Context: an optimization exercise on an open-source flow, tuned for a short achievable clock period and few clock cycles. The choices shown serve that exercise and are no tape-out recipe. Only simulation tests tie the RTL to the original design; equivalence was not proved. Power and IR drop assume default switching activity.

`flow/design.v`:
```
module dgd_raster (
    input  wire        clk,
    input  wire        rst,           
    input  wire        cmd_valid,
    output wire        cmd_ready,
    input  wire [2:0]  cmd_op,        
    input  wire        cmd_value,
    input  wire        cmd_filled,
    input  wire [15:0] cmd_h0,
    input  wire [15:0] cmd_h1,
    input  wire [15:0] cmd_h2,
    input  wire [15:0] cmd_h3,
    input  wire [15:0] cmd_h4,
    input  wire [7:0]  cv_width,
    input  wire [5:0]  cv_pages,
    output wire        pix_valid,
    input  wire        pix_ready,
    output wire [7:0]  pix_x,
    output wire [8:0]  pix_y,
    output wire [13:0] pix_addr,
    output wire        pix_v
);
    localparam OP_SETPIX = 3'd0;
    localparam OP_LINE   = 3'd1;
    localparam OP_CIRCLE = 3'd2;
    localparam OP_RECT   = 3'd3;
    localparam OP_CROSS  = 3'd4;
    localparam OP_ARROW  = 3'd5;
    localparam CW = 18;    
    localparam DW = 19;    
    localparam AW = 21;    
    localparam NW = 18;    
    reg  s_valid;
    wire adv = !s_valid;
    wire front_adv;      
    reg        cmd_ready_r;
    reg        cr_valid;
    reg [2:0]  cr_op;
    reg        cr_v, cr_f;
    reg [15:0] cr_h0, cr_h1, cr_h2, cr_h3, cr_h4;
    reg [7:0]  cr_w;
    reg [5:0]  cr_p;
    assign cmd_ready = cmd_ready_r;
    wire cr_take;    
    always @(posedge clk) begin
        if (cmd_ready_r) begin
            cr_op <= cmd_op; cr_v <= cmd_value; cr_f <= cmd_filled;
            cr_h0 <= cmd_h0; cr_h1 <= cmd_h1; cr_h2 <= cmd_h2; cr_h3 <= cmd_h3; cr_h4 <= cmd_h4;
            cr_w <= cv_width; cr_p <= cv_pages;
        end
    end
    wire cr_valid_n = (cmd_ready_r && cmd_valid) || (cr_valid && !cr_take);
    always @(posedge clk) begin
        if (rst) begin
            cr_valid    <= 1'b0;
            cmd_ready_r <= 1'b1;
        end else begin
            cr_valid    <= cr_valid_n;
            cmd_ready_r <= !cr_valid_n;
        end
    end
    reg        sg_busy;
    reg [2:0]  sg_op;
    reg        sg_v, sg_f;
    reg [7:0]  sg_w;
    reg [5:0]  sg_p;
    reg [1:0]  sg_seg;
    reg signed [CW-1:0] ga_x, gb_x, ga_y, gb_y, gc_x, gc_y;
    reg signed [CW-1:0] ar_bx, ar_by, ar_half;
    reg        ar_uxp, ar_uxn, ar_uyp, ar_uyn;
    reg signed [CW-1:0] cX0, cX1, cX2, cX3, cY0, cY1, cY2, cY3;
    reg signed [CW+1:0] c_d, c_u, c_w2, c_t, c_tm1, c_tm2;
    reg signed [CW-1:0] r_y;
    reg signed [CW-1:0] r_left;
    reg        sgo_valid;
    reg        sgo_grp;               
    reg signed [CW-1:0] sgo_X0, sgo_X1, sgo_X2, sgo_X3, sgo_Y0, sgo_Y1, sgo_Y2, sgo_Y3;
    reg        sgo_v;
    reg [7:0]  sgo_w;
    reg [5:0]  sgo_p;
    wire signed [CW-1:0] e0 = {{(CW-16){cr_h0[15]}}, cr_h0};
    wire signed [CW-1:0] e1 = {{(CW-16){cr_h1[15]}}, cr_h1};
    wire signed [CW-1:0] e2 = {{(CW-16){cr_h2[15]}}, cr_h2};
    wire signed [CW-1:0] e3 = {{(CW-16){cr_h3[15]}}, cr_h3};
    wire signed [CW-1:0] e4 = {{(CW-16){cr_h4[15]}}, cr_h4};
    wire signed [CW+1:0] e2w = {{(CW+2-16){cr_h2[15]}}, cr_h2};
    reg        g_emit, g_last, g_grp, g_cstep, g_rrow;
    reg signed [CW-1:0] g_X0, g_X1, g_Y0, g_Y1;
    wire signed [CW-1:0] ar_bxp = ar_bx + ar_half;
    wire signed [CW-1:0] ar_bxm = ar_bx - ar_half;
    wire signed [CW-1:0] ar_byp = ar_by + ar_half;
    wire signed [CW-1:0] ar_bym = ar_by - ar_half;
    wire signed [CW-1:0] ar_x1a = ar_uyp ? ar_bxm : ar_uyn ? ar_bxp : ar_bx;
    wire signed [CW-1:0] ar_y1a = ar_uxp ? ar_byp : ar_uxn ? ar_bym : ar_by;
    wire signed [CW-1:0] ar_x1b = ar_uyp ? ar_bxp : ar_uyn ? ar_bxm : ar_bx;
    wire signed [CW-1:0] ar_y1b = ar_uxp ? ar_bym : ar_uxn ? ar_byp : ar_by;
    wire c_dneg  = c_d[CW+1];
    wire c_lastk = c_dneg ? c_tm1[CW+1] : c_tm2[CW+1];    
    always @(*) begin
        g_emit = 1'b0; g_last = 1'b0; g_grp = 1'b0; g_cstep = 1'b0; g_rrow = 1'b0;
        g_X0 = ga_x; g_Y0 = ga_y; g_X1 = gb_x; g_Y1 = gb_y;
        case (sg_op)
            OP_SETPIX: begin
                g_emit = 1'b1; g_last = 1'b1; g_X1 = ga_x; g_Y1 = ga_y;
            end
            OP_LINE: begin
                g_emit = 1'b1; g_last = 1'b1;
            end
            OP_ARROW: begin
                g_emit = 1'b1;
                case (sg_seg)
                    2'd0: ;
                    2'd1: begin g_X0 = gb_x; g_Y0 = gb_y; g_X1 = ar_x1a; g_Y1 = ar_y1a; end
                    default: begin g_X0 = gb_x; g_Y0 = gb_y; g_X1 = ar_x1b; g_Y1 = ar_y1b; g_last = 1'b1; end
                endcase
            end
            OP_CROSS: begin
                g_emit = 1'b1;
                if (sg_seg == 2'd0) begin g_Y0 = gc_y; g_Y1 = gc_y; end
                else begin g_X0 = gc_x; g_X1 = gc_x; g_last = 1'b1; end
            end
            OP_RECT: begin
                if (!sg_f) begin
                    g_emit = 1'b1;
                    case (sg_seg)
                        2'd0: begin g_Y1 = ga_y; end
                        2'd1: begin g_Y0 = gb_y; end
                        2'd2: begin g_X1 = ga_x; end
                        default: begin g_X0 = gb_x; g_last = 1'b1; end
                    endcase
                end else if (r_left[CW-1]) begin
                    g_last = 1'b1;
                end else begin
                    g_emit = 1'b1; g_rrow = 1'b1;
                    g_Y0 = r_y; g_Y1 = r_y;
                    g_last = (r_left == {CW{1'b0}});
                end
            end
            OP_CIRCLE: begin
                if (c_t[CW+1]) begin
                    g_last = 1'b1;
                end else if (!sg_f) begin
                    g_emit = 1'b1; g_grp = 1'b1; g_cstep = 1'b1; g_last = c_lastk;
                end else begin
                    g_emit = 1'b1;
                    case (sg_seg)
                        2'd0: begin g_X0 = cX1; g_Y0 = cY0; g_X1 = cX0; g_Y1 = cY0; end
                        2'd1: begin g_X0 = cX1; g_Y0 = cY1; g_X1 = cX0; g_Y1 = cY1; end
                        2'd2: begin g_X0 = cX3; g_Y0 = cY2; g_X1 = cX2; g_Y1 = cY2; end
                        default: begin g_X0 = cX3; g_Y0 = cY3; g_X1 = cX2; g_Y1 = cY3;
                                       g_cstep = 1'b1; g_last = c_lastk; end
                    endcase
                end
            end
            default: g_last = 1'b1;
        endcase
    end
    wire sg_go     = sg_busy;           
    wire sg_finish = sg_go && g_last;
    wire sg_load   = cr_valid && (!sg_busy || sg_finish);
    assign cr_take = front_adv && sg_load;
    always @(posedge clk) begin
        if (rst) begin
            sg_busy <= 1'b0;
        end else if (front_adv) begin
            if (sg_load) sg_busy <= 1'b1;
            else if (sg_finish) sg_busy <= 1'b0;
        end
    end
    always @(posedge clk) begin
        if (front_adv) begin
            if (sg_load) begin
                sg_op <= cr_op; sg_v <= cr_v; sg_f <= cr_f; sg_w <= cr_w; sg_p <= cr_p;
                sg_seg <= 2'd0;
                gc_x <= e0; gc_y <= e1;
                ga_x <= (cr_op == OP_CROSS) ? e0 - e2 : e0;
                gb_x <= (cr_op == OP_RECT || cr_op == OP_CROSS) ? e0 + e2 : e2;
                ga_y <= (cr_op == OP_CROSS) ? e1 - e2 : e1;
                gb_y <= (cr_op == OP_RECT) ? e1 + e3 : (cr_op == OP_CROSS) ? e1 + e2 : e3;
                ar_uxp <= e2 > e0; ar_uxn <= e2 < e0;
                ar_uyp <= e3 > e1; ar_uyn <= e3 < e1;
                ar_half <= (e4 + $signed({{(CW-1){1'b0}}, e4[CW-1]})) >>> 1;
                ar_bx <= (e2 > e0) ? e2 - e4 : (e2 < e0) ? e2 + e4 : e2;
                ar_by <= (e3 > e1) ? e3 - e4 : (e3 < e1) ? e3 + e4 : e3;
                cX0 <= e0; cX1 <= e0; cX2 <= e0 + e2; cX3 <= e0 - e2;
                cY0 <= e1 + e2; cY1 <= e1 - e2; cY2 <= e1; cY3 <= e1;
                c_d <= 20'sd1 - e2w;
                c_u <= 20'sd3;
                c_w2 <= 20'sd5 - (e2w <<< 1);
                c_t <= e2w;
                c_tm1 <= e2w - 20'sd1;
                c_tm2 <= e2w - 20'sd2;
                r_y <= e1;
                r_left <= e3;
            end else if (sg_go) begin
                sg_seg <= sg_seg + 2'd1;
                if (g_rrow) begin
                    r_y <= r_y + 1;
                    r_left <= r_left - 1;
                end
                if (g_cstep) begin
                    sg_seg <= 2'd0;
                    c_u <= c_u + 20'sd2;
                    cX0 <= cX0 + 1; cX1 <= cX1 - 1; cY2 <= cY2 + 1; cY3 <= cY3 - 1;
                    if (c_dneg) begin
                        c_d <= c_d + c_u;
                        c_w2 <= c_w2 + 20'sd2;
                        c_t <= c_tm1; c_tm1 <= c_tm1 - 20'sd1; c_tm2 <= c_tm1 - 20'sd2;
                    end else begin
                        c_d <= c_d + c_w2;
                        c_w2 <= c_w2 + 20'sd4;
                        c_t <= c_tm2; c_tm1 <= c_tm2 - 20'sd1; c_tm2 <= c_tm2 - 20'sd2;
                        cY0 <= cY0 - 1; cY1 <= cY1 + 1; cX2 <= cX2 - 1; cX3 <= cX3 + 1;
                    end
                end
            end
        end
    end
    always @(posedge clk) begin
        if (rst) begin
            sgo_valid <= 1'b0;
        end else if (front_adv) begin
            sgo_valid <= sg_busy && g_emit;
        end
    end
    always @(posedge clk) begin
        if (front_adv) begin
            sgo_grp <= g_grp;
            sgo_X0 <= g_grp ? cX0 : g_X0;
            sgo_X1 <= g_grp ? cX1 : g_X1;
            sgo_Y0 <= g_grp ? cY0 : g_Y0;
            sgo_Y1 <= g_grp ? cY1 : g_Y1;
            sgo_X2 <= cX2; sgo_X3 <= cX3; sgo_Y2 <= cY2; sgo_Y3 <= cY3;
            sgo_v <= sg_v; sgo_w <= sg_w; sgo_p <= sg_p;
        end
    end
    wire [8:0] ymax = {sgo_p, 3'b000};             
    wire [7:0] wm1  = sgo_w - 8'd1;
    wire [8:0] hm1  = ymax - 9'd1;
    function automatic neg_f(input signed [CW-1:0] a);
        neg_f = a[CW-1];
    endfunction
    function automatic gex_f(input signed [CW-1:0] a, input [7:0] lim);
        gex_f = !a[CW-1] && ((|a[CW-2:8]) || (a[7:0] >= lim));
    endfunction
    function automatic gey_f(input signed [CW-1:0] a, input [8:0] lim);
        gey_f = !a[CW-1] && ((|a[CW-2:9]) || (a[8:0] >= lim));
    endfunction
    wire x0n = neg_f(sgo_X0), x1n = neg_f(sgo_X1), x2n = neg_f(sgo_X2), x3n = neg_f(sgo_X3);
    wire y0n = neg_f(sgo_Y0), y1n = neg_f(sgo_Y1), y2n = neg_f(sgo_Y2), y3n = neg_f(sgo_Y3);
    wire x0g = gex_f(sgo_X0, sgo_w), x1g = gex_f(sgo_X1, sgo_w), x2g = gex_f(sgo_X2, sgo_w), x3g = gex_f(sgo_X3, sgo_w);
    wire y0g = gey_f(sgo_Y0, ymax), y1g = gey_f(sgo_Y1, ymax), y2g = gey_f(sgo_Y2, ymax), y3g = gey_f(sgo_Y3, ymax);
    wire x0i = !x0n && !x0g, x1i = !x1n && !x1g, x2i = !x2n && !x2g, x3i = !x3n && !x3g;
    wire y0i = !y0n && !y0g, y1i = !y1n && !y1g, y2i = !y2n && !y2g, y3i = !y3n && !y3g;
    wire [7:0] l1_mask = {x3i && y3i, x2i && y3i, x3i && y2i, x2i && y2i,
                          x1i && y1i, x0i && y1i, x1i && y0i, x0i && y0i};
    wire no_canvas = (sgo_w == 8'd0) || (sgo_p == 6'd0);
    wire l1_drop = sgo_grp ? (l1_mask == 8'd0)
                           : (no_canvas || (x0n && x1n) || (x0g && x1g) || (y0n && y1n) || (y0g && y1g));
    wire signed [DW-1:0] dX0 = {sgo_X0[CW-1], sgo_X0};
    wire signed [DW-1:0] dX1 = {sgo_X1[CW-1], sgo_X1};
    wire signed [DW-1:0] dY0 = {sgo_Y0[CW-1], sgo_Y0};
    wire signed [DW-1:0] dY1 = {sgo_Y1[CW-1], sgo_Y1};
    wire x_lt = sgo_X0 < sgo_X1;
    wire y_lt = sgo_Y0 < sgo_Y1;
    reg        ls1_valid;
    reg        ls1_grp;
    reg signed [CW-1:0] ls1_X0, ls1_X1, ls1_X2, ls1_X3, ls1_Y0, ls1_Y1, ls1_Y2, ls1_Y3;
    reg signed [DW-1:0] ls1_ddx, ls1_nddx, ls1_ddy, ls1_nddy;
    reg        ls1_sxn, ls1_syn, ls1_hz, ls1_vt;
    reg        ls1_xin, ls1_yin;      
    reg signed [CW-1:0] ls1_cs, ls1_ce;        
    reg [7:0]  ls1_mask;
    reg        ls1_v;
    reg [7:0]  ls1_w;
    reg [5:0]  ls1_p;
    always @(posedge clk) begin
        if (rst) begin
            ls1_valid <= 1'b0;
        end else if (front_adv) begin
            ls1_valid <= sgo_valid && !l1_drop;
        end
    end
    always @(posedge clk) begin
        if (front_adv) begin
            ls1_grp <= sgo_grp;
            ls1_X0 <= sgo_X0; ls1_X1 <= sgo_X1; ls1_X2 <= sgo_X2; ls1_X3 <= sgo_X3;
            ls1_Y0 <= sgo_Y0; ls1_Y1 <= sgo_Y1; ls1_Y2 <= sgo_Y2; ls1_Y3 <= sgo_Y3;
            ls1_ddx <= dX1 - dX0; ls1_nddx <= dX0 - dX1;
            ls1_ddy <= dY1 - dY0; ls1_nddy <= dY0 - dY1;
            ls1_sxn <= !x_lt; ls1_syn <= !y_lt;
            ls1_hz <= sgo_Y0 == sgo_Y1;
            ls1_vt <= sgo_X0 == sgo_X1;
            if (sgo_Y0 == sgo_Y1) begin
                if (x_lt) begin
                    ls1_cs <= x0n ? {CW{1'b0}} : sgo_X0;
                    ls1_ce <= x1g ? {{(CW-8){1'b0}}, wm1} : sgo_X1;
                end else begin
                    ls1_cs <= x0g ? {{(CW-8){1'b0}}, wm1} : sgo_X0;
                    ls1_ce <= x1n ? {CW{1'b0}} : sgo_X1;
                end
            end else begin
                if (y_lt) begin
                    ls1_cs <= y0n ? {CW{1'b0}} : sgo_Y0;
                    ls1_ce <= y1g ? {{(CW-9){1'b0}}, hm1} : sgo_Y1;
                end else begin
                    ls1_cs <= y0g ? {{(CW-9){1'b0}}, hm1} : sgo_Y0;
                    ls1_ce <= y1n ? {CW{1'b0}} : sgo_Y1;
                end
            end
            ls1_mask <= l1_mask;
            ls1_xin <= x0i || (sgo_Y0 == sgo_Y1) && (sgo_X0 != sgo_X1);
            ls1_yin <= y0i || (sgo_X0 == sgo_X1) && (sgo_Y0 != sgo_Y1);
            ls1_v <= sgo_v; ls1_w <= sgo_w; ls1_p <= sgo_p;
        end
    end
    wire [DW-1:0] l2_dx = ls1_ddx[DW-1] ? ls1_nddx : ls1_ddx;      
    wire [DW-1:0] l2_D  = ls1_ddy[DW-1] ? ls1_nddy : ls1_ddy;      
    wire signed [AW-1:0] l2_dxw = {{(AW-DW){1'b0}}, l2_dx};
    wire signed [AW-1:0] l2_Dw  = {{(AW-DW){1'b0}}, l2_D};
    wire signed [DW:0]   l2_cmp = $signed({1'b0, l2_dx}) - $signed({1'b0, l2_D});
    wire signed [CW:0]   l2_ce_cs = {ls1_ce[CW-1], ls1_ce} - {ls1_cs[CW-1], ls1_cs};
    wire signed [CW:0]   l2_cs_ce = {ls1_cs[CW-1], ls1_cs} - {ls1_ce[CW-1], ls1_ce};
    wire [CW:0] l2_nc = ls1_sxn && ls1_hz || ls1_syn && !ls1_hz ? l2_cs_ce : l2_ce_cs;
    wire signed [CW-1:0] l2_x = (ls1_hz && !ls1_vt) ? ls1_cs : ls1_X0;
    wire signed [CW-1:0] l2_y = (ls1_vt && !ls1_hz) ? ls1_cs : ls1_Y0;
    wire signed [AW-1:0] l2_A  = (l2_dxw <<< 1) - l2_Dw;
    wire signed [AW-1:0] l2_B  = (l2_Dw <<< 1) - l2_dxw;
    wire signed [AW-1:0] l2_d1 = -(l2_Dw <<< 1);
    wire signed [AW-1:0] l2_d2 = (l2_dxw <<< 1);
    wire signed [AW-1:0] l2_d3 = (l2_dxw <<< 1) - (l2_Dw <<< 1);
    wire [NW-1:0] l2_n = (ls1_hz != ls1_vt) ? l2_nc[NW-1:0]
                       : (l2_cmp[DW] ? l2_D[NW-1:0] : l2_dx[NW-1:0]);
    localparam QW = 7 + 8 + 6 + 8 + 10*CW + 5*AW + NW;
    localparam QX = QW + 8 + 9;
    wire [QW-1:0] l2_q = {ls1_grp, ls1_sxn, ls1_syn, ls1_xin, ls1_yin, (l2_n == {NW{1'b0}}), ls1_v,
                          ls1_w, ls1_p, ls1_mask, l2_x, l2_y,
                          ls1_X0, ls1_X1, ls1_X2, ls1_X3, ls1_Y0, ls1_Y1, ls1_Y2, ls1_Y3,
                          l2_A, l2_B, l2_d1, l2_d2, l2_d3, l2_n};
    reg        ps_valid;
    reg        ps_grp, ps_sxn, ps_syn, ps_xin, ps_yin, ps_last, ps_v;
    reg [7:0]  ps_w;
    reg [5:0]  ps_p;
    reg [7:0]  ps_mask;
    reg signed [CW-1:0] ps_x, ps_y;
    reg signed [CW-1:0] ps_X0, ps_X1, ps_X2, ps_X3, ps_Y0, ps_Y1, ps_Y2, ps_Y3;
    reg signed [AW-1:0] ps_A, ps_B, ps_d1, ps_d2, ps_d3;
    reg [NW-1:0] ps_n;
    wire signed [CW-1:0] ps_nx, ps_ny;
    wire signed [AW-1:0] ps_nA, ps_nB;
    wire [NW-1:0] ps_nn;
    wire ps_nlast, ps_nxin, ps_nyin;
    dgd_raster_step #(.CW(CW), .AW(AW), .NW(NW)) u_ps_step (
        .x(ps_x), .y(ps_y), .A(ps_A), .B(ps_B), .d1(ps_d1), .d2(ps_d2), .d3(ps_d3), .n(ps_n),
        .sxn(ps_sxn), .syn(ps_syn), .xin(ps_xin), .yin(ps_yin), .w(ps_w), .p(ps_p),
        .nx(ps_nx), .ny(ps_ny), .nA(ps_nA), .nB(ps_nB), .nn(ps_nn),
        .nlast(ps_nlast), .nxin(ps_nxin), .nyin(ps_nyin));
    reg [QX-1:0] q0, q1, q2, q3;
    reg [1:0]  q_rd, q_wr;
    reg [2:0]  q_cnt;
    wire       ps_in   = ps_grp || (ps_xin && ps_yin);
    wire       q_push  = adv && ps_valid && ps_in && !q_cnt[2];
    wire       ps_drop = ps_valid && !ps_in && ps_last;
    wire       q_pop;
    assign front_adv = adv && (!ps_valid || q_push || ps_drop);
    always @(posedge clk) begin
        if (rst) begin
            ps_valid <= 1'b0;
        end else if (front_adv) begin
            ps_valid <= ls1_valid;
        end
    end
    always @(posedge clk) begin
        if (front_adv) begin
            {ps_grp, ps_sxn, ps_syn, ps_xin, ps_yin, ps_last, ps_v,
             ps_w, ps_p, ps_mask, ps_x, ps_y,
             ps_X0, ps_X1, ps_X2, ps_X3, ps_Y0, ps_Y1, ps_Y2, ps_Y3,
             ps_A, ps_B, ps_d1, ps_d2, ps_d3, ps_n} <= l2_q;
        end else if (adv && ps_valid && !ps_in) begin
            ps_A <= ps_nA;
            ps_B <= ps_nB;
            ps_x <= ps_nx;
            ps_y <= ps_ny;
            ps_xin <= ps_nxin;
            ps_yin <= ps_nyin;
            ps_n <= ps_nn;
            ps_last <= ps_nlast;
        end
    end
    wire [7:0] ps_rx = ps_sxn ? ps_x[7:0] : ps_w - 8'd1 - ps_x[7:0];
    wire [8:0] ps_ry = ps_syn ? ps_y[8:0] : {ps_p, 3'b000} - 9'd1 - ps_y[8:0];
    wire [QX-1:0] ps_q = {ps_rx, ps_ry, ps_grp, ps_sxn, ps_syn, (ps_rx == 8'd0), (ps_ry == 9'd0), ps_last, ps_v,
                          ps_w, ps_p, ps_mask, ps_x, ps_y,
                          ps_X0, ps_X1, ps_X2, ps_X3, ps_Y0, ps_Y1, ps_Y2, ps_Y3,
                          ps_A, ps_B, ps_d1, ps_d2, ps_d3, ps_n};
    always @(posedge clk) begin
        if (q_push) begin
            case (q_wr)
                2'd0: q0 <= ps_q;
                2'd1: q1 <= ps_q;
                2'd2: q2 <= ps_q;
                default: q3 <= ps_q;
            endcase
        end
    end
    always @(posedge clk) begin
        if (rst) begin
            q_rd <= 2'd0; q_wr <= 2'd0; q_cnt <= 3'd0;
        end else begin
            if (q_push) q_wr <= q_wr + 2'd1;
            if (q_pop)  q_rd <= q_rd + 2'd1;
            q_cnt <= q_cnt + {2'd0, q_push} - {2'd0, q_pop};
        end
    end
    reg [QX-1:0] qh;
    always @(*) begin
        case (q_rd)
            2'd0: qh = q0;
            2'd1: qh = q1;
            2'd2: qh = q2;
            default: qh = q3;
        endcase
    end
    reg        st_valid;
    reg        st_grp;
    reg signed [CW-1:0] st_x, st_y;
    reg signed [CW-1:0] st_X0, st_X1, st_X2, st_X3, st_Y0, st_Y1, st_Y2, st_Y3;
    reg signed [AW-1:0] st_A, st_B, st_d1, st_d2, st_d3;
    reg [NW-1:0] st_n;
    reg        st_last;          
    reg        st_sxn, st_syn;
    reg        st_xe, st_ye;     
    reg [7:0]  st_rx;
    reg [8:0]  st_ry;
    reg [7:0]  st_mask;
    reg        st_v;
    reg [7:0]  st_w;
    reg [5:0]  st_p;
    wire signed [CW-1:0] st_nx, st_ny;
    wire signed [AW-1:0] st_nA, st_nB;
    wire [NW-1:0] st_nn;
    wire st_nlast, nx_in, ny_in;
    dgd_raster_step #(.CW(CW), .AW(AW), .NW(NW)) u_st_step (
        .x(st_x), .y(st_y), .A(st_A), .B(st_B), .d1(st_d1), .d2(st_d2), .d3(st_d3), .n(st_n),
        .sxn(st_sxn), .syn(st_syn), .xin(1'b1), .yin(1'b1), .w(st_w), .p(st_p),
        .nx(st_nx), .ny(st_ny), .nA(st_nA), .nB(st_nB), .nn(st_nn),
        .nlast(st_nlast), .nxin(nx_in), .nyin(ny_in));
    wire st_c1 = !st_A[AW-1];
    wire st_c2 = !st_B[AW-1];
    wire st_exit = st_c1 && st_xe || st_c2 && st_ye;
    wire [7:0] st_mrest = st_mask & (st_mask - 8'd1);
    wire st_fin  = st_grp ? (st_mrest == 8'd0) : (st_last || st_exit);
    wire st_take = !st_valid || st_fin;
    wire q_nonempty = (q_cnt != 3'd0);
    assign q_pop = adv && st_take && q_nonempty;
    reg signed [CW-1:0] cp_x, cp_y;
    always @(*) begin
        casez (st_mask)
            8'b???????1: begin cp_x = st_X0; cp_y = st_Y0; end
            8'b??????10: begin cp_x = st_X1; cp_y = st_Y0; end
            8'b?????100: begin cp_x = st_X0; cp_y = st_Y1; end
            8'b????1000: begin cp_x = st_X1; cp_y = st_Y1; end
            8'b???10000: begin cp_x = st_X2; cp_y = st_Y2; end
            8'b??100000: begin cp_x = st_X3; cp_y = st_Y2; end
            8'b?1000000: begin cp_x = st_X2; cp_y = st_Y3; end
            default:     begin cp_x = st_X3; cp_y = st_Y3; end
        endcase
    end
    always @(posedge clk) begin
        if (rst) begin
            st_valid <= 1'b0;
        end else if (adv && st_take) begin
            st_valid <= q_nonempty;
        end
    end
    always @(posedge clk) begin
        if (adv) begin
            if (st_take) begin
                {st_rx, st_ry, st_grp, st_sxn, st_syn, st_xe, st_ye, st_last, st_v,
                 st_w, st_p, st_mask, st_x, st_y,
                 st_X0, st_X1, st_X2, st_X3, st_Y0, st_Y1, st_Y2, st_Y3,
                 st_A, st_B, st_d1, st_d2, st_d3, st_n} <= qh;
            end else begin
                st_mask <= st_mrest;
                st_A <= st_nA;
                st_B <= st_nB;
                st_x <= st_nx;
                st_y <= st_ny;
                if (st_c1) begin st_rx <= st_rx - 8'd1; st_xe <= (st_rx == 8'd1); end
                if (st_c2) begin st_ry <= st_ry - 9'd1; st_ye <= (st_ry == 9'd1); end
                st_n <= st_nn;
                st_last <= st_nlast;
            end
        end
    end
    reg        e_valid;
    reg signed [CW-1:0] e_x, e_y;
    reg        e_v;
    reg [7:0]  e_w;
    reg        m_valid;
    reg [7:0]  m_x;
    reg [8:0]  m_y;
    reg [13:0] m_prod;
    reg        m_v;
    always @(posedge clk) begin
        if (rst) begin
            e_valid <= 1'b0;
            m_valid <= 1'b0;
        end else if (adv) begin
            e_valid <= st_valid;
            m_valid <= e_valid;
        end
    end
    always @(posedge clk) begin
        if (adv) begin
            e_x <= st_grp ? cp_x : st_x;
            e_y <= st_grp ? cp_y : st_y;
            e_v <= st_v; e_w <= st_w;
            m_x <= e_x[7:0]; m_y <= e_y[8:0]; m_v <= e_v;
            m_prod <= e_y[8:3] * e_w;
        end
    end
    reg        o_valid;
    reg [7:0]  o_x;
    reg [8:0]  o_y;
    reg [13:0] o_addr;
    reg        o_v;
    reg [7:0]  s_x;
    reg [8:0]  s_y;
    reg [13:0] s_addr;
    reg        s_v;
    wire [13:0] n_addr  = m_prod + {6'd0, m_x};
    wire        o_free  = !o_valid || pix_ready;
    always @(posedge clk) begin
        if (rst) begin
            o_valid <= 1'b0;
            s_valid <= 1'b0;
        end else if (s_valid) begin
            if (o_free) begin
                o_valid <= 1'b1;
                s_valid <= 1'b0;
            end
        end else begin
            if (o_free) o_valid <= m_valid;
            else if (m_valid) s_valid <= 1'b1;
        end
    end
    always @(posedge clk) begin
        if (s_valid) begin
            if (o_free) begin
                o_x <= s_x; o_y <= s_y; o_addr <= s_addr; o_v <= s_v;
            end
        end else begin
            if (o_free) begin
                o_x <= m_x; o_y <= m_y; o_addr <= n_addr; o_v <= m_v;
            end else begin
                s_x <= m_x; s_y <= m_y; s_addr <= n_addr; s_v <= m_v;
            end
        end
    end
    assign pix_valid = o_valid;
    assign pix_x     = o_x;
    assign pix_y     = o_y;
    assign pix_addr  = o_addr;
    assign pix_v     = o_v;
endmodule
module dgd_raster_step #(parameter CW = 18, parameter AW = 21, parameter NW = 18) (
    input  wire signed [CW-1:0] x, y,
    input  wire signed [AW-1:0] A, B, d1, d2, d3,
    input  wire [NW-1:0] n,
    input  wire        sxn, syn, xin, yin,
    input  wire [7:0]  w,
    input  wire [5:0]  p,
    output wire signed [CW-1:0] nx, ny,
    output wire signed [AW-1:0] nA, nB,
    output wire [NW-1:0] nn,
    output wire        nlast, nxin, nyin
);
    function automatic inx_f(input signed [CW-1:0] a, input [7:0] lim);
        inx_f = !a[CW-1] && (a[CW-2:8] == 0) && (a[7:0] < lim);
    endfunction
    function automatic iny_f(input signed [CW-1:0] a, input [5:0] pg);
        iny_f = !a[CW-1] && (a[CW-2:9] == 0) && (a[8:0] < {pg, 3'b000});
    endfunction
    wire c1 = !A[AW-1];
    wire c2 = !B[AW-1];
    wire signed [AW-1:0] dA = c1 ? (c2 ? d3 : d1) : (c2 ? d2 : {AW{1'b0}});
    wire signed [CW-1:0] xp = x + 1;
    wire signed [CW-1:0] xm = x - 1;
    wire signed [CW-1:0] yp = y + 1;
    wire signed [CW-1:0] ym = y - 1;
    assign nA = A + dA;
    assign nB = B - dA;
    assign nx = c1 ? (sxn ? xm : xp) : x;
    assign ny = c2 ? (syn ? ym : yp) : y;
    assign nxin = c1 ? (sxn ? inx_f(xm, w) : inx_f(xp, w)) : xin;
    assign nyin = c2 ? (syn ? iny_f(ym, p) : iny_f(yp, p)) : yin;
    assign nn = n - 1;
    assign nlast = (n == {{(NW-1){1'b0}}, 1'b1});
endmodule
```
`flow/flow/run.sh`:
```
#!/bin/bash
set -euo pipefail
bash standard.sh SETUP_SLACK_MARGIN=10 finish > standard_flow.log 2>&1
```
`flow/standard.sh`:
```
#!/bin/bash
# synth_recipe.tcl (not shown) runs the flow's synth.tcl, then flattens the netlist and writes it again
# the make line also repeats each setting of config.mk as NAME=value (left out here)
make -C /OpenROAD-flow-scripts/flow DESIGN_CONFIG=/design/flow/config.mk WORK_HOME=/design/flow/orfs CLKGATE_MAP_FILE= SYNTH_SCRIPT=/design/flow/synth_recipe.tcl "${@:-finish}"
```
`flow/config.mk`:
```
export PLATFORM = sky130hd
export DESIGN_NAME = dgd_raster
export DESIGN_NICKNAME = dgd_raster
export VERILOG_FILES = /design/flow/design.v
export SDC_FILE = /design/flow/constraint.sdc
export NUM_CORES = 4
export LEC_CHECK = 0
export ABC_CLOCK_PERIOD_IN_PS = 3000
export CAP_MARGIN = 20
export CORE_MARGIN = 2
export CORE_UTILIZATION = 40
export SLEW_MARGIN = 20
```
`flow/constraint.sdc`:
```
create_clock -name core_clock -period 14.0 [get_ports {clk}]
set_input_delay 2.8000 -clock core_clock [delete_from_list [all_inputs] [get_ports {clk}]]
set_output_delay 2.8000 -clock core_clock [all_outputs]
set_load 0.01 [all_outputs]
```
==> summary.md, run 1 <==
| Metric | Value |
|---|---|
| Slew of the pin with the lowest slew margin | 1210 ps |
| Layout net count | 12800 |
| Area growth syn-to-layout | 14.2% |
| Post-route ant nets | 0 |
| Yosys warns | 2 |
| Yosys cell types | 100 |
| GP Congestion | 0.966 |
| Final hold vios | 0 |
| Finished Cell Area | 153000 um^2 |
| Worst Reg-to-Reg Cells | 9 |
| Share of the synthesized area in the top cell type | 0.564 |
| Largest area contributor in the netlist | edfxtp_1 |
| Routed wl met3 | 31500 um |
| Die H | 583 um |
| Number of remaining DRC errors | 0 |
| Leak | 56.1 nW |
| DP Cell Count | 15800 |
| Slowest stage delay, CP | 450 ps |
| Maximum VDD drop | 0.153 mV |
| Final Critical Period | 4340 ps |
| Reg-to-Reg End | sgo_Y1[13] |
| Layout cells sized above 1 | 0.101 |
| RSZ-0062 raised after global routing | true |
| Fin util | 0.460 |
| CP top delay family | flip-flops |
| Routed vias | 98800 |
| Num CTS Buffers | 290 |
| First-pass GRT wire length | 663000 um |
| Highest clock rate | 0.230 GHz |
| PwrDens | 214 nW/um^2 |
| Worst endpoint data arrival time | 1540 ps |
| Setup_tns | 0 ps |
| Slew Viols, Final | 0 |
| Initial antenna violation count | 31 |
| Crit path buffers/inverters | 1 |
| Startpoint types | flop |
| Crit Path Category | reg2out |
| Top cells by area, synth | edfxtp_1, ha_1, a21oi_1, xnor2_1, nand2_1 |
| Clock Tree Buf Depth | 4 |
| Post-Synthesis Cells | 11700 |
| Status | complete, no violations |
| Hold path endpoint | ps_Y2[8] |
| Post-DP HPWL | 327000 um |
| Worst-path clk slew | 60 ps |
| Filler cell count in the final layout | 30300 |
| Die ar. | 340000 um^2 |
| Num rows | 212 |
| Wire per inst | 28.2 um |
| Seq/Total Area, Yosys | 0.567 |
| Worst path slowest cell | edfxtp_1 |
| H-tree depth reported by CTS | 5 |
| Total track usage | 0.264 |
| Root buffer cell | clkbuf_16 |
| Final period util | 0.310 |
| Wl on met1 | 191000 um |
| DP Area | 140000 um^2 |
| Number of DRC markers in iteration 0 | 12000 |
| DR WL met2 | 219000 um |
| Synth Register Bits | 2540 |
| Core Area | 334000 um^2 |
| Ys async rst share | 0 |
| Mean Syn Cell Area | 11.4 um^2 |
| Num ports | 137 |
| Min-Delay Path Depth | 0 |
| Non-Filler Instances | 16600 |
| Clock sinks | 2540 |
| Worst skew pair latency | 940 ps |
| Syn_nets | 12600 |
| Total grt overflow | 0 |
| Reg2reg start | sg_op[2] |
| DRT Pass-1 Iters | 10 |
| Final setup violation count | 0 |
| PortBufs | 136 |
| Final WL | 467000 um |
| Total power | 32.8 mW |
| Crit end category | primary output |
| Max_slew headroom | 0.187 |
| Required time of the critical path | 11200 ps |
| Largest net degree at the start of global routing | 180 |
| Synth Flop Type | edfxtp_1 |
| Top layer in use | met5 |
| Worst Hold Class | reg2reg |
| Maxcap violations | 0 |
| Syn Std Cell Area | 134000 um^2 |
| Storage cell area | 76100 um^2 |
| Number of flops mapped to enable cells by yosys | 2522 |
| Vias/cell | 5.96 |
| Final Skew | 78.1 ps |
| Vias in the first global route | 94500 |
| Die width | 583 um |
| Critical path, cell by cell | buf_2 |
| CP Max Fanout | 1 |
| CTS tree | done |
| Starting Density | 0.402 |
| Footprint of the multi-input gates | 55400 um^2 |
| R2r setup slk | 9950 ps |
| HP Start | ls1_Y2[8] |
## kinds of logic (layout without fill, tap and decap cells)
| group | after synthesis | after routing | share of synthesized area |
|---|---|---|---|
| AOI/OAI and AO/OA | 3089 | 3090 | 0.151 |
| xor gates and xnor gates | 725 | 725 | 0.0473 |
| adders and majority gates | 738 | 738 | 0.0719 |
| buffers and inverters | 1193 | 1628 | 0.0340 |
| DFF | 2540 | 2540 | 0.567 |
| muxes | 273 | 274 | 0.0212 |
| other | 0 | 7 | 0 |
| and+or+nand+nor | 3175 | 3184 | 0.108 |
## power by group
group | internal (mW) | switching (mW)
Sequential | 10.4 | 1.22
Combinational | 5.43 | 8.21
Clock | 4.35 | 3.20
Total | 20.2 | 12.6
## per-stage QoR
stage	setup slack (ps)	hold slack, ps
after floorplan	8650	400
after global placement	8420	401
after detailed placement	8310	405
after CTS	9570	370
after global routing	9620	382
final	9660	378
## layout make-up
type	instances	area share
Inverter	606	0.0155
Tap cell	4387	0.0358
Antenna cell	7	0.000114
Clock inverter	155	0.0108
Multi-Input combinational cell	8011	0.361
Timing Repair Buffer	500	0.0303
Sequential cell	2540	0.496
Timing Repair inverter	2	0.0000979
Clock buffer	365	0.0501
## synthesized netlist by cell type (89+ instances only)
cell type,count
nand2b_1,109
clkbuf_1,491
a21oi_1,891
mux2i_1,179
o21a_1,89
ha_1,680
a222oi_1,271
xnor2_1,503
edfxtp_1,2522
a211oi_1,106
o211ai_1,163
a31oi_1,108
o21ai_0,717
mux2_2,93
nand2_1,979
nor2_1,975
nand3_1,239
inv_1,598
xor2_1,222
nor2b_1,115
nor3_1,278
a21o_1,115
## how the worst max path moves through the flow
stage	from	end	slack (ps)	depth (start not counted)
after floorplan	c_d[19]	cX0[0]	8650	12
after global placement	r_left[2]	cY2[9]	8420	10
after detailed placement	r_left[17]	cY2[9]	8310	10
after CTS	o_addr[12]	pix_addr[12]	9570	1
after global routing	o_addr[12]	pix_addr[12]	9620	1
final	o_addr[12]	pix_addr[12]	9660	1
## flip-flops by register name (all words and copies together) (netlist names), 20 cells and up
register,flops
c_d,20
c_tm1,20
c_tm2,20
ps_A,20
ps_B,20
ps_d1,20
ps_d3,20
q0,242
q1,242
q2,242
q3,242
st_A,20
st_B,20
st_d1,20
st_d3,20
## cells in the final DEF, fill, tap and decap left out, types with 53 or more instances in the layout
master and instances:
nor2b_1 113, clkinv_1 59, xnor2_1 499, or3_1 74, fa_1 53, o21bai_1 54, clkbuf_16 299, a221oi_1 76
nand3_1 237, ha_1 647, a21o_1 114, mux2i_1 157, o21ai_0 685, xor2_1 222, nand2b_1 107, o211ai_1 163
and3_1 82, edfxtp_1 2522, a21oi_1 860, o21a_1 85, a31oi_1 98, clkbuf_1 66, inv_1 573, a222oi_1 271
clkdlybuf4s50_1 102, mux2_2 87, nor4_1 70, a211oi_1 97, nand4_1 70, nand2_1 965, nor3_1 271, buf_4 297
nor2_1 960, o31ai_1 61
## timing repair
action | in CTS | in global routing
pin swaps | 41 | 63
resized for setup | 359 | 197
hold endpoints to repair | 0 | 0
hold buffers | 0 | 0
buffers inserted | 98 | 89
setup endpoints to repair | 1561 | 840
cloned | 17 | 7
## layer usage
| layer | vias up | GRT usage |
|---|---|---|
| met5 | - | 0 |
| met4 | 8 | 0.123 |
| met3 | 993 | 0.0328 |
| met2 | 4474 | 0.434 |
| met1 | 48800 | 0.347 |
| li1 | 44600 | - |
Testbench counts, summed over its fixed seeds: cycles 71,757.
==> inputs of run 2 (changes only) <==
--- a/flow/design.v
+++ b/flow/design.v
@@ -43,13 +43,13 @@
     assign cmd_ready = cmd_ready_r;
     wire cr_take;    
     always @(posedge clk) begin
-        if (cmd_ready_r) begin
+        if (!cr_valid) begin
             cr_op <= cmd_op; cr_v <= cmd_value; cr_f <= cmd_filled;
             cr_h0 <= cmd_h0; cr_h1 <= cmd_h1; cr_h2 <= cmd_h2; cr_h3 <= cmd_h3; cr_h4 <= cmd_h4;
             cr_w <= cv_width; cr_p <= cv_pages;
         end
     end
-    wire cr_valid_n = (cmd_ready_r && cmd_valid) || (cr_valid && !cr_take);
+    wire cr_valid_n = cr_valid ? !cr_take : cmd_valid;
     always @(posedge clk) begin
         if (rst) begin
             cr_valid    <= 1'b0;
@@ -72,6 +72,7 @@
     reg signed [CW+1:0] c_d, c_u, c_w2, c_t, c_tm1, c_tm2;
     reg signed [CW-1:0] r_y;
     reg signed [CW-1:0] r_left;
+    reg        r_lz;                 
     reg        sgo_valid;
     reg        sgo_grp;               
     reg signed [CW-1:0] sgo_X0, sgo_X1, sgo_X2, sgo_X3, sgo_Y0, sgo_Y1, sgo_Y2, sgo_Y3;
@@ -133,7 +134,7 @@
                 end else begin
                     g_emit = 1'b1; g_rrow = 1'b1;
                     g_Y0 = r_y; g_Y1 = r_y;
-                    g_last = (r_left == {CW{1'b0}});
+                    g_last = r_lz;
                 end
             end
             OP_CIRCLE: begin
@@ -192,11 +193,13 @@
                 c_tm2 <= e2w - 20'sd2;
                 r_y <= e1;
                 r_left <= e3;
+                r_lz <= (cr_h3 == 16'd0);
             end else if (sg_go) begin
                 sg_seg <= sg_seg + 2'd1;
                 if (g_rrow) begin
                     r_y <= r_y + 1;
                     r_left <= r_left - 1;
+                    r_lz <= (r_left == {{(CW-1){1'b0}}, 1'b1});
                 end
                 if (g_cstep) begin
                     sg_seg <= 2'd0;
@@ -266,7 +269,7 @@
     reg        ls1_valid;
     reg        ls1_grp;
     reg signed [CW-1:0] ls1_X0, ls1_X1, ls1_X2, ls1_X3, ls1_Y0, ls1_Y1, ls1_Y2, ls1_Y3;
-    reg signed [DW-1:0] ls1_ddx, ls1_nddx, ls1_ddy, ls1_nddy;
+    reg [DW-1:0] ls1_adx, ls1_ady;      
     reg        ls1_sxn, ls1_syn, ls1_hz, ls1_vt;
     reg        ls1_xin, ls1_yin;      
     reg signed [CW-1:0] ls1_cs, ls1_ce;        
@@ -286,8 +289,8 @@
             ls1_grp <= sgo_grp;
             ls1_X0 <= sgo_X0; ls1_X1 <= sgo_X1; ls1_X2 <= sgo_X2; ls1_X3 <= sgo_X3;
             ls1_Y0 <= sgo_Y0; ls1_Y1 <= sgo_Y1; ls1_Y2 <= sgo_Y2; ls1_Y3 <= sgo_Y3;
-            ls1_ddx <= dX1 - dX0; ls1_nddx <= dX0 - dX1;
-            ls1_ddy <= dY1 - dY0; ls1_nddy <= dY0 - dY1;
+            ls1_adx <= x_lt ? dX1 - dX0 : dX0 - dX1;
+            ls1_ady <= y_lt ? dY1 - dY0 : dY0 - dY1;
             ls1_sxn <= !x_lt; ls1_syn <= !y_lt;
             ls1_hz <= sgo_Y0 == sgo_Y1;
             ls1_vt <= sgo_X0 == sgo_X1;
@@ -314,8 +317,8 @@
             ls1_v <= sgo_v; ls1_w <= sgo_w; ls1_p <= sgo_p;
         end
     end
-    wire [DW-1:0] l2_dx = ls1_ddx[DW-1] ? ls1_nddx : ls1_ddx;      
-    wire [DW-1:0] l2_D  = ls1_ddy[DW-1] ? ls1_nddy : ls1_ddy;      
+    wire [DW-1:0] l2_dx = ls1_adx;
+    wire [DW-1:0] l2_D  = ls1_ady;
     wire signed [AW-1:0] l2_dxw = {{(AW-DW){1'b0}}, l2_dx};
     wire signed [AW-1:0] l2_Dw  = {{(AW-DW){1'b0}}, l2_D};
     wire signed [DW:0]   l2_cmp = $signed({1'b0, l2_dx}) - $signed({1'b0, l2_D});
@@ -331,19 +334,28 @@
     wire signed [AW-1:0] l2_d3 = (l2_dxw <<< 1) - (l2_Dw <<< 1);
     wire [NW-1:0] l2_n = (ls1_hz != ls1_vt) ? l2_nc[NW-1:0]
                        : (l2_cmp[DW] ? l2_D[NW-1:0] : l2_dx[NW-1:0]);
-    localparam QW = 7 + 8 + 6 + 8 + 10*CW + 5*AW + NW;
+    function automatic [AW-1:0] sx_f(input [CW-1:0] a);
+        sx_f = {{(AW-CW){a[CW-1]}}, a};
+    endfunction
+    wire [AW-1:0] u_A  = ls1_grp ? sx_f(ls1_X0) : l2_A;
+    wire [AW-1:0] u_B  = ls1_grp ? sx_f(ls1_X1) : l2_B;
+    wire [AW-1:0] u_d1 = ls1_grp ? sx_f(ls1_X2) : l2_d1;
+    wire [AW-1:0] u_d2 = ls1_grp ? sx_f(ls1_X3) : l2_d2;
+    wire [AW-1:0] u_d3 = ls1_grp ? sx_f(ls1_Y0) : l2_d3;
+    wire [NW-1:0] u_n  = ls1_grp ? ls1_Y1 : l2_n;
+    wire [CW-1:0] u_x  = ls1_grp ? ls1_Y2 : l2_x;
+    wire [CW-1:0] u_y  = ls1_grp ? ls1_Y3 : l2_y;
+    localparam QW = 7 + 8 + 6 + 8 + 2*CW + 5*AW + NW;
     localparam QX = QW + 8 + 9;
     wire [QW-1:0] l2_q = {ls1_grp, ls1_sxn, ls1_syn, ls1_xin, ls1_yin, (l2_n == {NW{1'b0}}), ls1_v,
-                          ls1_w, ls1_p, ls1_mask, l2_x, l2_y,
-                          ls1_X0, ls1_X1, ls1_X2, ls1_X3, ls1_Y0, ls1_Y1, ls1_Y2, ls1_Y3,
-                          l2_A, l2_B, l2_d1, l2_d2, l2_d3, l2_n};
+                          ls1_w, ls1_p, ls1_mask, u_x, u_y,
+                          u_A, u_B, u_d1, u_d2, u_d3, u_n};
     reg        ps_valid;
     reg        ps_grp, ps_sxn, ps_syn, ps_xin, ps_yin, ps_last, ps_v;
     reg [7:0]  ps_w;
     reg [5:0]  ps_p;
     reg [7:0]  ps_mask;
     reg signed [CW-1:0] ps_x, ps_y;
-    reg signed [CW-1:0] ps_X0, ps_X1, ps_X2, ps_X3, ps_Y0, ps_Y1, ps_Y2, ps_Y3;
     reg signed [AW-1:0] ps_A, ps_B, ps_d1, ps_d2, ps_d3;
     reg [NW-1:0] ps_n;
     wire signed [CW-1:0] ps_nx, ps_ny;
@@ -355,11 +367,11 @@
         .sxn(ps_sxn), .syn(ps_syn), .xin(ps_xin), .yin(ps_yin), .w(ps_w), .p(ps_p),
         .nx(ps_nx), .ny(ps_ny), .nA(ps_nA), .nB(ps_nB), .nn(ps_nn),
         .nlast(ps_nlast), .nxin(ps_nxin), .nyin(ps_nyin));
-    reg [QX-1:0] q0, q1, q2, q3;
+    reg [QX-1:0] q0, q1, q2;
     reg [1:0]  q_rd, q_wr;
     reg [2:0]  q_cnt;
     wire       ps_in   = ps_grp || (ps_xin && ps_yin);
-    wire       q_push  = adv && ps_valid && ps_in && !q_cnt[2];
+    wire       q_push  = adv && ps_valid && ps_in && (q_cnt != 3'd3);
     wire       ps_drop = ps_valid && !ps_in && ps_last;
     wire       q_pop;
     assign front_adv = adv && (!ps_valid || q_push || ps_drop);
@@ -374,7 +386,6 @@
         if (front_adv) begin
             {ps_grp, ps_sxn, ps_syn, ps_xin, ps_yin, ps_last, ps_v,
              ps_w, ps_p, ps_mask, ps_x, ps_y,
-             ps_X0, ps_X1, ps_X2, ps_X3, ps_Y0, ps_Y1, ps_Y2, ps_Y3,
              ps_A, ps_B, ps_d1, ps_d2, ps_d3, ps_n} <= l2_q;
         end else if (adv && ps_valid && !ps_in) begin
             ps_A <= ps_nA;
@@ -391,15 +402,13 @@
     wire [8:0] ps_ry = ps_syn ? ps_y[8:0] : {ps_p, 3'b000} - 9'd1 - ps_y[8:0];
     wire [QX-1:0] ps_q = {ps_rx, ps_ry, ps_grp, ps_sxn, ps_syn, (ps_rx == 8'd0), (ps_ry == 9'd0), ps_last, ps_v,
                           ps_w, ps_p, ps_mask, ps_x, ps_y,
-                          ps_X0, ps_X1, ps_X2, ps_X3, ps_Y0, ps_Y1, ps_Y2, ps_Y3,
                           ps_A, ps_B, ps_d1, ps_d2, ps_d3, ps_n};
     always @(posedge clk) begin
         if (q_push) begin
             case (q_wr)
                 2'd0: q0 <= ps_q;
                 2'd1: q1 <= ps_q;
-                2'd2: q2 <= ps_q;
-                default: q3 <= ps_q;
+                default: q2 <= ps_q;
             endcase
         end
     end
@@ -407,8 +416,8 @@
         if (rst) begin
             q_rd <= 2'd0; q_wr <= 2'd0; q_cnt <= 3'd0;
         end else begin
-            if (q_push) q_wr <= q_wr + 2'd1;
-            if (q_pop)  q_rd <= q_rd + 2'd1;
+            if (q_push) q_wr <= (q_wr == 2'd2) ? 2'd0 : q_wr + 2'd1;
+            if (q_pop)  q_rd <= (q_rd == 2'd2) ? 2'd0 : q_rd + 2'd1;
             q_cnt <= q_cnt + {2'd0, q_push} - {2'd0, q_pop};
         end
     end
@@ -417,14 +426,12 @@
         case (q_rd)
             2'd0: qh = q0;
             2'd1: qh = q1;
-            2'd2: qh = q2;
-            default: qh = q3;
+            default: qh = q2;
         endcase
     end
     reg        st_valid;
     reg        st_grp;
     reg signed [CW-1:0] st_x, st_y;
-    reg signed [CW-1:0] st_X0, st_X1, st_X2, st_X3, st_Y0, st_Y1, st_Y2, st_Y3;
     reg signed [AW-1:0] st_A, st_B, st_d1, st_d2, st_d3;
     reg [NW-1:0] st_n;
     reg        st_last;          
@@ -454,6 +461,10 @@
     wire q_nonempty = (q_cnt != 3'd0);
     assign q_pop = adv && st_take && q_nonempty;
     reg signed [CW-1:0] cp_x, cp_y;
+    wire signed [CW-1:0] st_X0 = st_A[CW-1:0],  st_X1 = st_B[CW-1:0];
+    wire signed [CW-1:0] st_X2 = st_d1[CW-1:0], st_X3 = st_d2[CW-1:0];
+    wire signed [CW-1:0] st_Y0 = st_d3[CW-1:0], st_Y1 = st_n;
+    wire signed [CW-1:0] st_Y2 = st_x,          st_Y3 = st_y;
     always @(*) begin
         casez (st_mask)
             8'b???????1: begin cp_x = st_X0; cp_y = st_Y0; end
@@ -478,10 +489,10 @@
             if (st_take) begin
                 {st_rx, st_ry, st_grp, st_sxn, st_syn, st_xe, st_ye, st_last, st_v,
                  st_w, st_p, st_mask, st_x, st_y,
-                 st_X0, st_X1, st_X2, st_X3, st_Y0, st_Y1, st_Y2, st_Y3,
                  st_A, st_B, st_d1, st_d2, st_d3, st_n} <= qh;
-            end else begin
+            end else if (st_grp) begin
                 st_mask <= st_mrest;
+            end else begin
                 st_A <= st_nA;
                 st_B <= st_nB;
                 st_x <= st_nx;
@@ -521,10 +532,10 @@
         end
     end
     reg        o_valid;
-    reg [7:0]  o_x;
-    reg [8:0]  o_y;
-    reg [13:0] o_addr;
-    reg        o_v;
+    reg [7:0]  o_x, h_x;
+    reg [8:0]  o_y, h_y;
+    reg [13:0] o_addr, h_addr;
+    reg        o_v, h_v;
     reg [7:0]  s_x;
     reg [8:0]  s_y;
     reg [13:0] s_addr;
@@ -545,17 +556,21 @@
             else if (m_valid) s_valid <= 1'b1;
         end
     end
-    always @(posedge clk) begin
-        if (s_valid) begin
-            if (o_free) begin
-                o_x <= s_x; o_y <= s_y; o_addr <= s_addr; o_v <= s_v;
-            end
-        end else begin
-            if (o_free) begin
-                o_x <= m_x; o_y <= m_y; o_addr <= n_addr; o_v <= m_v;
-            end else begin
-                s_x <= m_x; s_y <= m_y; s_addr <= n_addr; s_v <= m_v;
-            end
+    wire [7:0]  ld_x    = s_valid ? s_x : m_x;
+    wire [8:0]  ld_y    = s_valid ? s_y : m_y;
+    wire [13:0] ld_addr = s_valid ? s_addr : n_addr;
+    wire        ld_v    = s_valid ? s_v : m_v;
+    always @(posedge clk) begin
+        o_x <= o_free ? ld_x : h_x;
+        o_y <= o_free ? ld_y : h_y;
+        o_addr <= o_free ? ld_addr : h_addr;
+        o_v <= o_free ? ld_v : h_v;
+        h_x <= o_free ? ld_x : o_x;
+        h_y <= o_free ? ld_y : o_y;
+        h_addr <= o_free ? ld_addr : o_addr;
+        h_v <= o_free ? ld_v : o_v;
+        if (!s_valid && !o_free) begin
+            s_x <= m_x; s_y <= m_y; s_addr <= n_addr; s_v <= m_v;
         end
     end
     assign pix_valid = o_valid;
--- a/flow/config.mk
+++ b/flow/config.mk
@@ -5,8 +5,8 @@
 export SDC_FILE = /design/flow/constraint.sdc
 export NUM_CORES = 4
 export LEC_CHECK = 0
-export ABC_CLOCK_PERIOD_IN_PS = 3000
 export CAP_MARGIN = 20
 export CORE_MARGIN = 2
 export CORE_UTILIZATION = 40
+export PLACE_DENSITY = 0.45
 export SLEW_MARGIN = 20
==> run 2 against run 1 <==
Net effect:
- flip-flop and latch count is 494 lower
- critical endpoint is now pix_v
- non-clock buffer count shrank 23
- combinational power decreased by 5%
==> summary.md, run 2 <==
| Metric | Value |
|---|---|
| Critical path, cell by cell | buf_6 (was buf_2) |
| Worst Reg-to-Reg Cells | 17 (was 9) |
| Slew Viols, Final | 0 (unchanged) |
| Synth Flop Type | edfxtp_1 (unchanged) |
| CP top delay family | flip-flops (unchanged) |
| Total grt overflow | 0 (unchanged) |
| Maxcap violations | 0 (unchanged) |
| Largest net degree at the start of global routing | 131 (was 180) |
| Seq/Total Area, Yosys | 0.508 (was 0.567) |
| Yosys warns | 2 (unchanged) |
| Slowest stage delay, CP | 340 ps (was 450 ps) |
| WP depth | 1 (unchanged) |
| H-tree depth reported by CTS | 4 (was 5) |
| Setup crit start | o_v (was o_addr[12]) |
| Num CTS Buffers | 236 (was 290) |
| Slew of the pin with the lowest slew margin | 1250 ps (was 1210 ps) |
| Mean Syn Cell Area | 10.6 um^2 (was 11.4 um^2) |
| Number of remaining DRC errors | 0 (unchanged) |
| Layout net count | 12300 (was 12800) |
| Crit path buffers/inverters | 1 (unchanged) |
| R2r setup slk | 9940 ps (was 9950 ps) |
| Num rows | 200 (was 212) |
| Clock sinks | 2046 (was 2540) |
| Most frequent cells in the layout | edfxtp_1, a21oi_1, nand2_1, nor2_1, o21ai_0 (was edfxtp_1, nand2_1, nor2_1, a21oi_1, o21ai_0) |
| Worst Hold Class | reg2reg (unchanged) |
| Wire per inst | 28.5 um (was 28.2 um) |
| Routed vias | 90500 (was 98800) |
| Die width | 550 um (was 583 um) |
| Non-Filler Instances | 15600 (was 16600) |
| Post-DP HPWL | 331000 um (was 327000 um) |
| Yosys cell types | 107 (was 100) |
| Final setup violation count | 0 (unchanged) |
| Layout cells sized above 1 | 0.0947 (was 0.101) |
| Synth Register Bits | 2046 (was 2540) |
| Vias/cell | 5.80 (was 5.96) |
| Final Skew | 79.0 ps (was 78.1 ps) |
| Commonest non-fill, non-tap cell in the layout | edfxtp_1 (unchanged) |
| Initial antenna violation count | 21 (was 31) |
| Post-synth top cells | edfxtp_1, a21oi_1, nand2_1 (was edfxtp_1, nand2_1, nor2_1) |
| Syn_nets | 12100 (was 12600) |
| Vias in the first global route | 88500 (was 94500) |
| Area growth syn-to-layout | 13.8% (was 14.2%) |
| Post-route ant nets | 0 (unchanged) |
| Worst-path clk slew | 60 ps (about the same) |
| CP Max Fanout | 2 (was 1) |
| Final Hold Slack | 380 ps (was 378 ps) |
| Required time of the critical path | 11200 ps (about the same) |
| HP Start | ls1_p[0] (was ls1_Y2[8]) |
| Count leader, synth | edfxtp_1 (unchanged) |
| Worst skew pair latency | 940 ps (about the same) |
| PwrDens | 215 nW/um^2 (was 214 nW/um^2) |
| Worst path slowest cell | dfxtp_2 (was edfxtp_1) |
| Ys async rst share | 0 (unchanged) |
| Fin util | 0.458 (was 0.460) |
| GP Congestion | 0.952 (was 0.966) |
| PortBufs | 136 (unchanged) |
| Worst endpoint data arrival time | 1360 ps (was 1540 ps) |
| Largest area contributor in the netlist | edfxtp_1 (unchanged) |
| Setup_tns | 0 ps (unchanged) |
| Die ar. | 303000 um^2 (was 340000 um^2) |
| Crit Path Category | reg2out (unchanged) |
| Final period util | 0.297 (was 0.310) |
| Min-Delay Path Depth | 0 (unchanged) |
| Number of DRC markers in iteration 0 | 8208 (was 12000) |
| CTS tree | done (unchanged) |
| Syn Std Cell Area | 119000 um^2 (was 134000 um^2) |
| DRT Pass-1 Iters | 9 (was 10) |
| Num ports | 137 (unchanged) |
| Final WL | 445000 um (was 467000 um) |
| Die H | 550 um (was 583 um) |
| Root buffer cell | clkbuf_16 (unchanged) |
| RSZ-0062 raised after global routing | true (unchanged) |
| Maximum VDD drop | 0.147 mV (was 0.153 mV) |
| Status | complete, no violations (unchanged) |
| Clock Tree Buf Depth | 4 (unchanged) |
| Total track usage | 0.288 (was 0.264) |
| Filler cell count in the final layout | 27800 (was 30300) |
| Reg2reg start | e_y[3] (was sg_op[2]) |
| Startpoint types | flop (unchanged) |
| Post-Synthesis Cells | 11300 (was 11700) |
| Starting Density | 0.402 (about the same) |
| Total power | 29.2 mW (was 32.8 mW) |
| Regs by FF count | q0 x181, q1 x181, q2 x181 |
| Top cells by area, synth | edfxtp_1, ha_1, a21oi_1, mux2i_1, xnor2_1 (was edfxtp_1, ha_1, a21oi_1, xnor2_1, nand2_1) |
| Highest clock rate | 0.240 GHz (was 0.230 GHz) |
| # hold bufs at CTS | 0 (unchanged) |
| Core Area | 297000 um^2 (was 334000 um^2) |
| Share of the synthesized area in the top cell type | 0.494 (was 0.564) |
| Final hold vios | 0 (unchanged) |
| Number of flops mapped to enable cells by yosys | 1964 (was 2522) |
| Final Critical Period | 4160 ps (was 4340 ps) |
| DP Cell Count | 15000 (was 15800) |
| Max_slew headroom | 0.163 (was 0.187) |
| First-pass GRT wire length | 638000 um (was 663000 um) |
| Crit end category | primary output (unchanged) |
| Leak | 50.8 nW (was 56.1 nW) |
==> run 2: metal layers <==
metal / up-vias / track usage / share of wire
met2: 2930 / 0.473 / 0.47
met1: 44600 / 0.371 / 0.42
met5: - / 0 / 0.00014
li1: 42200 / - / -
met4: 8 / 0.167 / 0.068
met3: 843 / 0.0283 / 0.046
==> run 2: layout make-up <==
class	count	area, um^2	share of cell area
Clock inverter	151	1710	0.0126
Timing Repair inverter	2	15.0	0.000111
Inverter	591	2280	0.0168
Timing Repair Buffer	477	4560	0.0336
Sequential cell	2046	60700	0.447
Antenna cell	13	32.5	0.000239
Clock buffer	282	6180	0.0455
Tap cell	3939	4930	0.0363
Multi-Input combinational cell	8115	55500	0.408
==> run 2: repair_timing <==
action | in CTS | in global routing
pin swaps | 26 | 20
setup buffers | 54 | 101
setup endpoints to repair | 1089 | 425
gates cloned | 12 | 2
gates resized for setup | 372 | 134
==> run 2: logic make-up after synthesis <==
kind of cell,Yosys count,synth area share
XOR/XNOR,708,0.0520
multiplexers,471,0.0402
AO/OA/AOI/OAI,3120,0.164
buffers and inverters,1157,0.0372
adder cells (fa/ha/maj),733,0.0805
flip-flops,2046,0.508
AND/OR/NAND/NOR,3076,0.118
==> run 2: report_power, final <==
part	switching (mW)	total [mW]	internal, mW
Sequential	1.39	9.96	8.57
Combinational	7.84	12.9	5.09
Clock	2.66	6.35	3.69
Total	11.9	29.2	17.4
==> run 2: path summary, 6_finish.rpt <==
kind	endpoint
min	ps_p[0]
min reg2reg	ps_p[0]
max reg2reg	m_prod[13]
max	pix_v
==> run 2: through the flow <==
step	cell area, um^2	setup slack, ps
final	136000	9840
after global routing	136000	9770
after CTS	134000	9740
after detailed placement	125000	8570
after global placement	125000	8620
after floorplan	119000	8190
Testbench counts of run 2, summed over its fixed seeds: cycles 71,829.
==> inputs of run 3 (changes only) <==
==> flow/run.sh (new file) <==
#!/bin/bash
# synth_recipe.tcl (not shown) runs the flow's synth.tcl, then flattens the netlist and writes it again
# the make line also repeats each setting of config.mk as NAME=value (left out here)
make -C /OpenROAD-flow-scripts/flow DESIGN_CONFIG=/design/flow/config.mk WORK_HOME=/design/flow/orfs CLKGATE_MAP_FILE= SYNTH_SCRIPT=/design/flow/synth_recipe.tcl finish
--- a/flow/config.mk
+++ b/flow/config.mk
@@ -9,4 +9,5 @@
 export CORE_MARGIN = 2
 export CORE_UTILIZATION = 40
 export PLACE_DENSITY = 0.45
+export SETUP_SLACK_MARGIN = 5
 export SLEW_MARGIN = 20
removed: flow/flow/run.sh
removed: flow/standard.sh
==> run 3 against run 2 <==
Net effect:
- still clean on timing, DRC and antenna
- sequential share of layout area is 0.91 points higher
- critical path depth is 11 higher
- setup slack got worse by 1400 ps
- count of clock-buffer cells in the layout increased by 5
- total power fell by 3.2%
- clock skew decreased by 6.4 ps
- die area stayed put
- critical endpoint is now cX2[15]
- largest cell class unchanged
- largest power group unchanged
==> summary.md, run 3 <==
| Metric | Value |
|---|---|
| Yosys warns | 2 (unchanged) |
| Slew Viols, Final | 0 (unchanged) |
| Count leader, synth | edfxtp_1 (unchanged) |
| Synth Register Bits | 2046 (unchanged) |
| Maxcap violations | 0 (unchanged) |
| Critical path, cell by cell | buf_4 > clkinv_1 > nor2_1 > nor2_1 > nor2_1 > nand3_1 > nand2_4 > buf_4 > buf_4 > nor3_1 > mux2_2 > a211oi_1 (was buf_6) |
| Die H | 550 um (unchanged) |
| Slew of the pin with the lowest slew margin | 1140 ps (was 1250 ps) |
| Clock Tree Buf Depth | 4 (unchanged) |
| Startpoint types | flop (unchanged) |
| Post-synth top cells | edfxtp_1, a21oi_1, nand2_1 (unchanged) |
| DP Area | 125000 um^2 (about the same) |
| Filler cell count in the final layout | 28000 (was 27800) |
| Commonest non-fill, non-tap cell in the layout | edfxtp_1 (unchanged) |
| Num ports | 137 (unchanged) |
| CP top delay family | buffers and inverters (was flip-flops) |
| Largest net degree at the start of global routing | 133 (was 131) |
| Initial antenna violation count | 15 (was 21) |
| Crit Path Category | reg2reg (was reg2out) |
| Status | complete, no violations (unchanged) |
| Slowest stage delay, CP | 840 ps (was 340 ps) |
| Reg2reg start | sg_op[1] (was e_y[3]) |
| Routed vias | 89000 (was 90500) |
| Syn_nets | 12100 (unchanged) |
| Number of remaining DRC errors | 0 (unchanged) |
| Crit path buffers/inverters | 4 (was 1) |
| DP Cell Count | 15000 (about the same) |
| Num CTS Buffers | 239 (was 236) |
| PwrDens | 213 nW/um^2 (was 215 nW/um^2) |
| Layout cells sized above 1 | 0.0608 (was 0.0947) |
| Share of the synthesized area in the top cell type | 0.494 (unchanged) |
| Starting Density | 0.402 (unchanged) |
| Met3 usage | 0.0262 (was 0.0283) |
| Crit end category | flop (was primary output) |
| Post-CTS setup buffers | 0 (was 54) |
| Wire per inst | 28.1 um (was 28.5 um) |
| DRT Pass-1 Iters | 9 (unchanged) |
| M1 GR Usage | 0.365 (was 0.371) |
| Total power | 28.3 mW (was 29.2 mW) |
| Hold path endpoint | ps_mask[5] (was ps_p[0]) |
| R2r setup slk | 8400 ps (was 9940 ps) |
| Yosys cell types | 107 (unchanged) |
| Finished Cell Area | 133000 um^2 (was 136000 um^2) |
| Final hold vios | 0 (unchanged) |
| Syn Std Cell Area | 119000 um^2 (unchanged) |
| CP Max Fanout | 89 (was 2) |
| Die ar. | 303000 um^2 (unchanged) |
| Max_slew headroom | 0.235 (was 0.163) |
| Worst Reg-to-Reg Cells | 12 (was 17) |
| WP depth | 12 (was 1) |
| Final setup violation count | 0 (unchanged) |
| Clock sinks | 2046 (unchanged) |
| Final period util | 0.400 (was 0.297) |
| Layout net count | 12100 (was 12300) |
| Vias/cell | 5.77 (was 5.80) |
| Maximum VDD drop | 0.127 mV (was 0.147 mV) |
| Total track usage | 0.282 (was 0.288) |
| Storage cell area | 60600 um^2 (was 60700 um^2) |
| Die width | 550 um (unchanged) |
| Final Critical Period | 5600 ps (was 4160 ps) |
| Regs by FF count | q0 x181, q1 x181, q2 x181 (unchanged) |
| HP Start | ls1_mask[5] (was ls1_p[0]) |
| Largest area contributor in the netlist | edfxtp_1 (unchanged) |
| Synth Flop Type | edfxtp_1 (unchanged) |
| Footprint of the multi-input gates | 54500 um^2 (was 55500 um^2) |
| Leak | 49.6 nW (was 50.8 nW) |
| Worst-path clk slew | 70 ps (was 60 ps) |
| Worst skew pair latency | 930 ps (was 940 ps) |
| Most frequent cells in the layout | edfxtp_1, a21oi_1, nand2_1, nor2_1, o21ai_0 (unchanged) |
| Worst Hold Class | reg2reg (unchanged) |
| Top cells by area, synth | edfxtp_1, ha_1, a21oi_1, mux2i_1, xnor2_1 (unchanged) |
## run 3: cell types whose count changed in the layout (fill, tap and decap cells not counted), sizes merged, moves of 4 or more
cell           change
clkdlybuf4s50     +34
diode              -4
bufbuf             -4
inv                +6
buf              -201
clkinvlp          -18
clkinv            +15
## run 3: per-stage QoR
step	setup slack [ps]	hold WS (ps)	utilization
global route	8200	417	0.448
CTS	8530	401	0.448
finish	8400	408	0.448
detailed placement	8500	405	0.421
floorplan	5140	399	-
global placement	8630	402	0.421
## run 3: how the worst max path moves through the flow
stage / startpoint / to / slack, ps
final: sg_op[1] / cX2[15] / 8400
after global routing: sg_op[1] / cX2[15] / 8200
after CTS: sg_op[1] / cX2[15] / 8530
after global placement: sg_op[1] / cX2[15] / 8630
after detailed placement: sg_op[1] / cX2[15] / 8500
after floorplan: s_valid / ls1_X0[0] / 5140
## run 3: cell families (layout without fill, tap and decap cells)
| kind of cell | count (synthesis) | count (layout) | synth area share |
|---|---|---|---|
| multiplexers | 471 | 471 | 0.0402 |
| AO/OA/AOI/OAI | 3120 | 3120 | 0.164 |
| adder cells (fa/ha/maj) | 733 | 733 | 0.0805 |
| AND/OR/NAND/NOR | 3076 | 3076 | 0.118 |
| XOR/XNOR | 708 | 708 | 0.0520 |
| flip-flops | 2046 | 2046 | 0.508 |
| buffers and inverters | 1157 | 1338 | 0.0372 |
| other | 0 | 9 | 0 |
## run 3: worst register-to-register path: cells and delay by family (launching register included)
kind / cells / cell delay (ps)
mux: 1 / 310
flops: 1 / 330
buf+inv: 4 / 2460
compound gates: 1 / 230
simple gates: 6 / 2100
## run 3: cell type report
type	instances	share of cell area
flip-flops and latches	2046	0.456
multi-input cells	8108	0.410
clock buffers	287	0.0472
well taps	3939	0.0370
repair buffers	304	0.0205
inverters	591	0.0168
clock inverters	156	0.0126
diodes	9	0.000169
## run 3: routing by layer
metal  share of wire  routed length [um]
met5         0.00014                  60
met4           0.062               26900
met3           0.043               18700
met2            0.47              204000
met1            0.42              184000
## run 3: where the power goes
group	internal [mW]	leakage, nW	switching [mW]	total [mW]
Sequential	8.56	20.0	1.46	10.0
Clock	3.73	3.84	2.66	6.39
Combinational	4.57	25.8	7.33	11.9
Total	16.9	49.6	11.4	28.3

port drivers added, routing unchanged:
No port has a modelled driver above. Below, the same layouts with a new extraction and two added sets of constraints. Step 1 assumes that a clkbuf_16 drives the clock port and a buf_2 every other input. Step 2 times the ports against the registers' clock, not the clock port: input delays grow and output delays shrink by t, the midpoint of the rising clock arrivals with the driver on. a / b / c = ideal ports / drivers / drivers and shift; a / b = the first two.
run	t, ns	setup WS [ns]	hold WS [ns]
run 1	1.019	9.658 / 9.547 / 9.207	0.378 / 0.378 / 0.378
run 2	1.004	9.841 / 9.733 / 9.216	0.380 / 0.380 / 0.380
run 3	1.000	8.402 / 8.402 / 8.402	0.408 / 0.408 / 0.408
After both steps setup and hold are still met in every run listed. For run 2, which loses most, drivers alone change the setup slack by -0.108 ns; drivers and shift together by -0.625 ns.
